Context: an optimization exercise on an open-source flow, tuned for small area, a short achievable clock period and few clock cycles per item. The choices shown serve that exercise and are no tape-out recipe.
In this exercise RTL edits were held to simulation tests only and were not proved equivalent to the original.
Power and IR drop assume default switching activity.

## bitwriter_unit
module bitwriter_unit (
  input             clk,
  input             rst,
  input             cmd_valid,
  output            cmd_ready,
  input      [7:0]  cmd_op,
  input      [63:0] cmd_arg0,
  input      [31:0] cmd_arg1,
  output            m_valid,
  output     [7:0]  m_data,
  input             m_ready,
  input      [1:0]  m_resp,
  input      [63:0] m_pos,
  input      [63:0] m_len,
  input             m_seekable,
  output reg        m_close,
  output            l_valid,
  output     [7:0]  l_data,
  input             l_ready,
  input      [1:0]  l_resp,
  input      [63:0] l_pos,
  input      [63:0] l_len,
  input             l_seekable,
  output reg        l_close,
  output            rsp_valid,
  output     [3:0]  rsp_status,
  output     [63:0] rsp_res
);
Size: ~1700 cells after synthesis, roughly 130 flip-flops, ~460 I/O pins.
Settings: LEC_CHECK=0, CAP_MARGIN=20, CORE_MARGIN=2, CORE_UTILIZATION=40, SETUP_SLACK_MARGIN=2.0, SLEW_MARGIN=20; clock period 5.0 ns.
standard.sh (not shown) runs the stock make flow with config.mk's settings and CLKGATE_MAP_FILE= SYNTH_SCRIPT=/design/flow/synth_recipe.tcl, a recipe that flattens the netlist after the stock synthesis.
==> flow/flow/run.sh <==
#!/bin/bash
# Standard ORFS layout, with the port buffers made from buf_1 cells instead of the
# default choice; the full make output goes to standard.log.
set -euo pipefail
export BUFFER_PORTS_ARGS="-buffer_cell sky130_fd_sc_hd__buf_1"
bash standard.sh > standard.log 2>&1
Testbench counts at the start, summed over its fixed seeds: cycles 7,958, items 4,000.
Then changed:
SETUP_SLACK_MARGIN = not set   (was 2.0)
What happened:
- The changed run completed with no timing, DRC or antenna violations
- setup slack loses 0.74 ns
- core utilization fell by 14 points
- synthesized area stays the same
- synthesized cell count stays the same
- wire length fell by about 11%

* * *

Another version of the RTL of bitwriter_unit (not shown whole).
Size in the first run: roughly 1,400 cells after synthesis, roughly 140 flip-flops, ~460 I/O pins, ~12,000 um^2 of cells after synthesis.
clock: 5.0 ns
lec_check: 0
cap_margin: 20
core_margin: 2
core_utilization: 40
setup_slack_margin: 2.0
slew_margin: 20
Scripts as last shown in full above: flow/flow/run.sh
Testbench counts at the start, summed over its fixed seeds: cycles 7,958, items 4,000.
Next try:
- SETUP_SLACK_MARGIN: 2.0 -> 1.5
After rerunning: Via count drops by about 1.2%; global-route usage barely changes; total power drops by about 1.8%; worst hold slack degrades by 19 ps; clock power stays flat; design area drops by 5.1%; utilization drops by 3.3 points.

* * *

Another version of the RTL of bitwriter_unit (not shown whole).
For scale: about 1500 cells after synthesis, about 140 flip-flops, about 460 I/O pins, about 12000 um2 of cells after synthesis.
==> flow/config.mk <==
export PLATFORM = sky130hd
export DESIGN_NAME = bitwriter_unit
export DESIGN_NICKNAME = bitwriter_unit
export VERILOG_FILES = /design/flow/design.v
export SDC_FILE = /design/flow/constraint.sdc
export NUM_CORES = 4
export LEC_CHECK = 0
export CAP_MARGIN = 20
export CORE_MARGIN = 2
export CORE_UTILIZATION = 40
export SETUP_SLACK_MARGIN = 2.0
export SLEW_MARGIN = 20
==> flow/constraint.sdc <==
create_clock -name core_clock -period 5.0 [get_ports {clk}]
set_input_delay 1.0000 -clock core_clock [delete_from_list [all_inputs] [get_ports {clk}]]
set_output_delay 1.0000 -clock core_clock [all_outputs]
set_load 0.01 [all_outputs]
Scripts as last shown in full above: flow/flow/run.sh
The first run completed without violations.
Testbench counts at the start, summed over its fixed seeds: cycles 7,958, items 4,000.
Change:
--- a/flow/config.mk
+++ b/flow/config.mk
@@ -10,3 +10,3 @@
 export CORE_UTILIZATION = 40
-export SETUP_SLACK_MARGIN = 2.0
+export SETUP_SLACK_MARGIN = 1.5
 export SLEW_MARGIN = 20
After rerunning: Critical path depth stays the same. Sequential power stays flat. Clock power barely changes. Sequential cell count is unchanged. Routed wire length falls by 8.5%. Total power falls by 6.0%. Worst setup slack loses 14 ps. Global-route usage shrinks by 2.3 points. Area after synthesis does not change. Final cell count goes down by 3.3%.

* * *

bitwriter_unit, a different RTL version from the one above (not shown whole).
Size in the first run: ~1,400 cells after synthesis, roughly 460 I/O pins, ~11,000 um2 of cells after synthesis.
Settings: LEC_CHECK=0, CAP_MARGIN=20, CORE_MARGIN=2, CORE_UTILIZATION=40, PLACE_DENSITY=0.75, SETUP_SLACK_MARGIN=1.5, SLEW_MARGIN=20; clock period 5.0 ns.
==> flow/flow/run.sh <==
#!/bin/bash
# Standard ORFS synthesis, then the combinational logic re-mapped for area by
# flow/remap.tcl (registers untouched), then the standard layout with the
# port buffers made from buf_1 cells. Each tool's output goes to its own log.
set -euo pipefail
export BUFFER_PORTS_ARGS="-buffer_cell sky130_fd_sc_hd__buf_1"
R=$PWD/orfs/results/$FLOW_PLATFORM/bitwriter_unit/base
bash standard.sh $R/1_2_yosys.v > standard_synth.log 2>&1
cp $R/1_2_yosys.v std_synth.v
LIB=$FLOW_HOME/platforms/$FLOW_PLATFORM/lib/sky130_fd_sc_hd__tt_025C_1v80.lib \
IN=$PWD/std_synth.v OUT=$R/1_2_yosys.v yosys -c flow/remap.tcl > remap.log 2>&1
bash standard.sh > standard.log 2>&1
==> flow/flow/area.abc <==
&get -n
&st
&dch
&nf -a
&put
topo
stime -c
Other scripts of this flow, unchanged in this note and not shown: flow/flow/remap.tcl
Testbench counts at the start, summed over its fixed seeds: cycles 7,958, items 4,000.
Then changed:
==> flow/flow/area.abc (replaced) <==
&get -n
&st
&dch
&nf
&put
buffer -c
topo
stime -c
upsize -c
dnsize -c
PLACE_DENSITY = not set   (was 0.75)
Effect: The changed run finished with timing, DRC and antenna clean. Final cell count is higher by 1.0%. Area after synthesis is higher by 3.0%. Fmax is higher by 2.8%. Hold slack improves by 0.011 ns. Sequential power barely changes. First-iteration DRC count is lower by 15%.
Then changed:
==> flow/flow/area.abc (replaced) <==
&get -n
&st
&dch
&nf -a
&put
topo
stime -c
What happened: Via count goes down by about 0.46%. Power goes down by about 3%. Die area goes down by 2.9%. Combinational power goes down by 3.0%. Routed wire length hardly moves. Register-to-register slack improves by 0.06 ns.

static timing again, ports no longer ideal:
In the flow no input, the clock included, has a driving cell. The finished layouts below were timed again as built, in two steps. Step 1: set_driving_cell puts a clkbuf_16 on clk and a buf_2 on each other input, an assumption about the parent block. Step 2 times the ports against the registers' clock, not the clock port: input delays grow and output delays shrink by t, the midpoint of the rising clock arrivals with the driver on. Slacks: no drivers / after step 1 / after step 2; pairs: no drivers / after step 1.
run | shift t [ns] | setup WS [ns] | worst slew at a driven data input, ns
the first run of note 1 | 0.483 | 1.079 / 1.027 / 0.724 | 0.08
the second run of note 1 | 0.500 | 0.342 / 0.290 / 0.229 | 0.09
the first run of note 2 | 0.473 | 0.667 / 0.622 / 0.623 | 0.17
the second run of note 2 | 0.479 | 0.714 / 0.677 / 0.470 | 0.14
the first run of note 3 | 0.493 | 1.247 / 1.250 / 0.757 | 0.12
the second run of note 3 | 0.492 | 1.232 / 1.234 / 0.742 | 0.08
the first run of note 4 | 0.487 | 1.044 / 0.997 / 1.114 | 0.20
the second run of note 4 | 0.477 | 1.151 / 1.102 / 1.157 | 0.08
the third run of note 4 | 0.489 | 1.154 / 1.103 / 1.092 | 0.10
After both steps setup and hold are still met in every run listed.
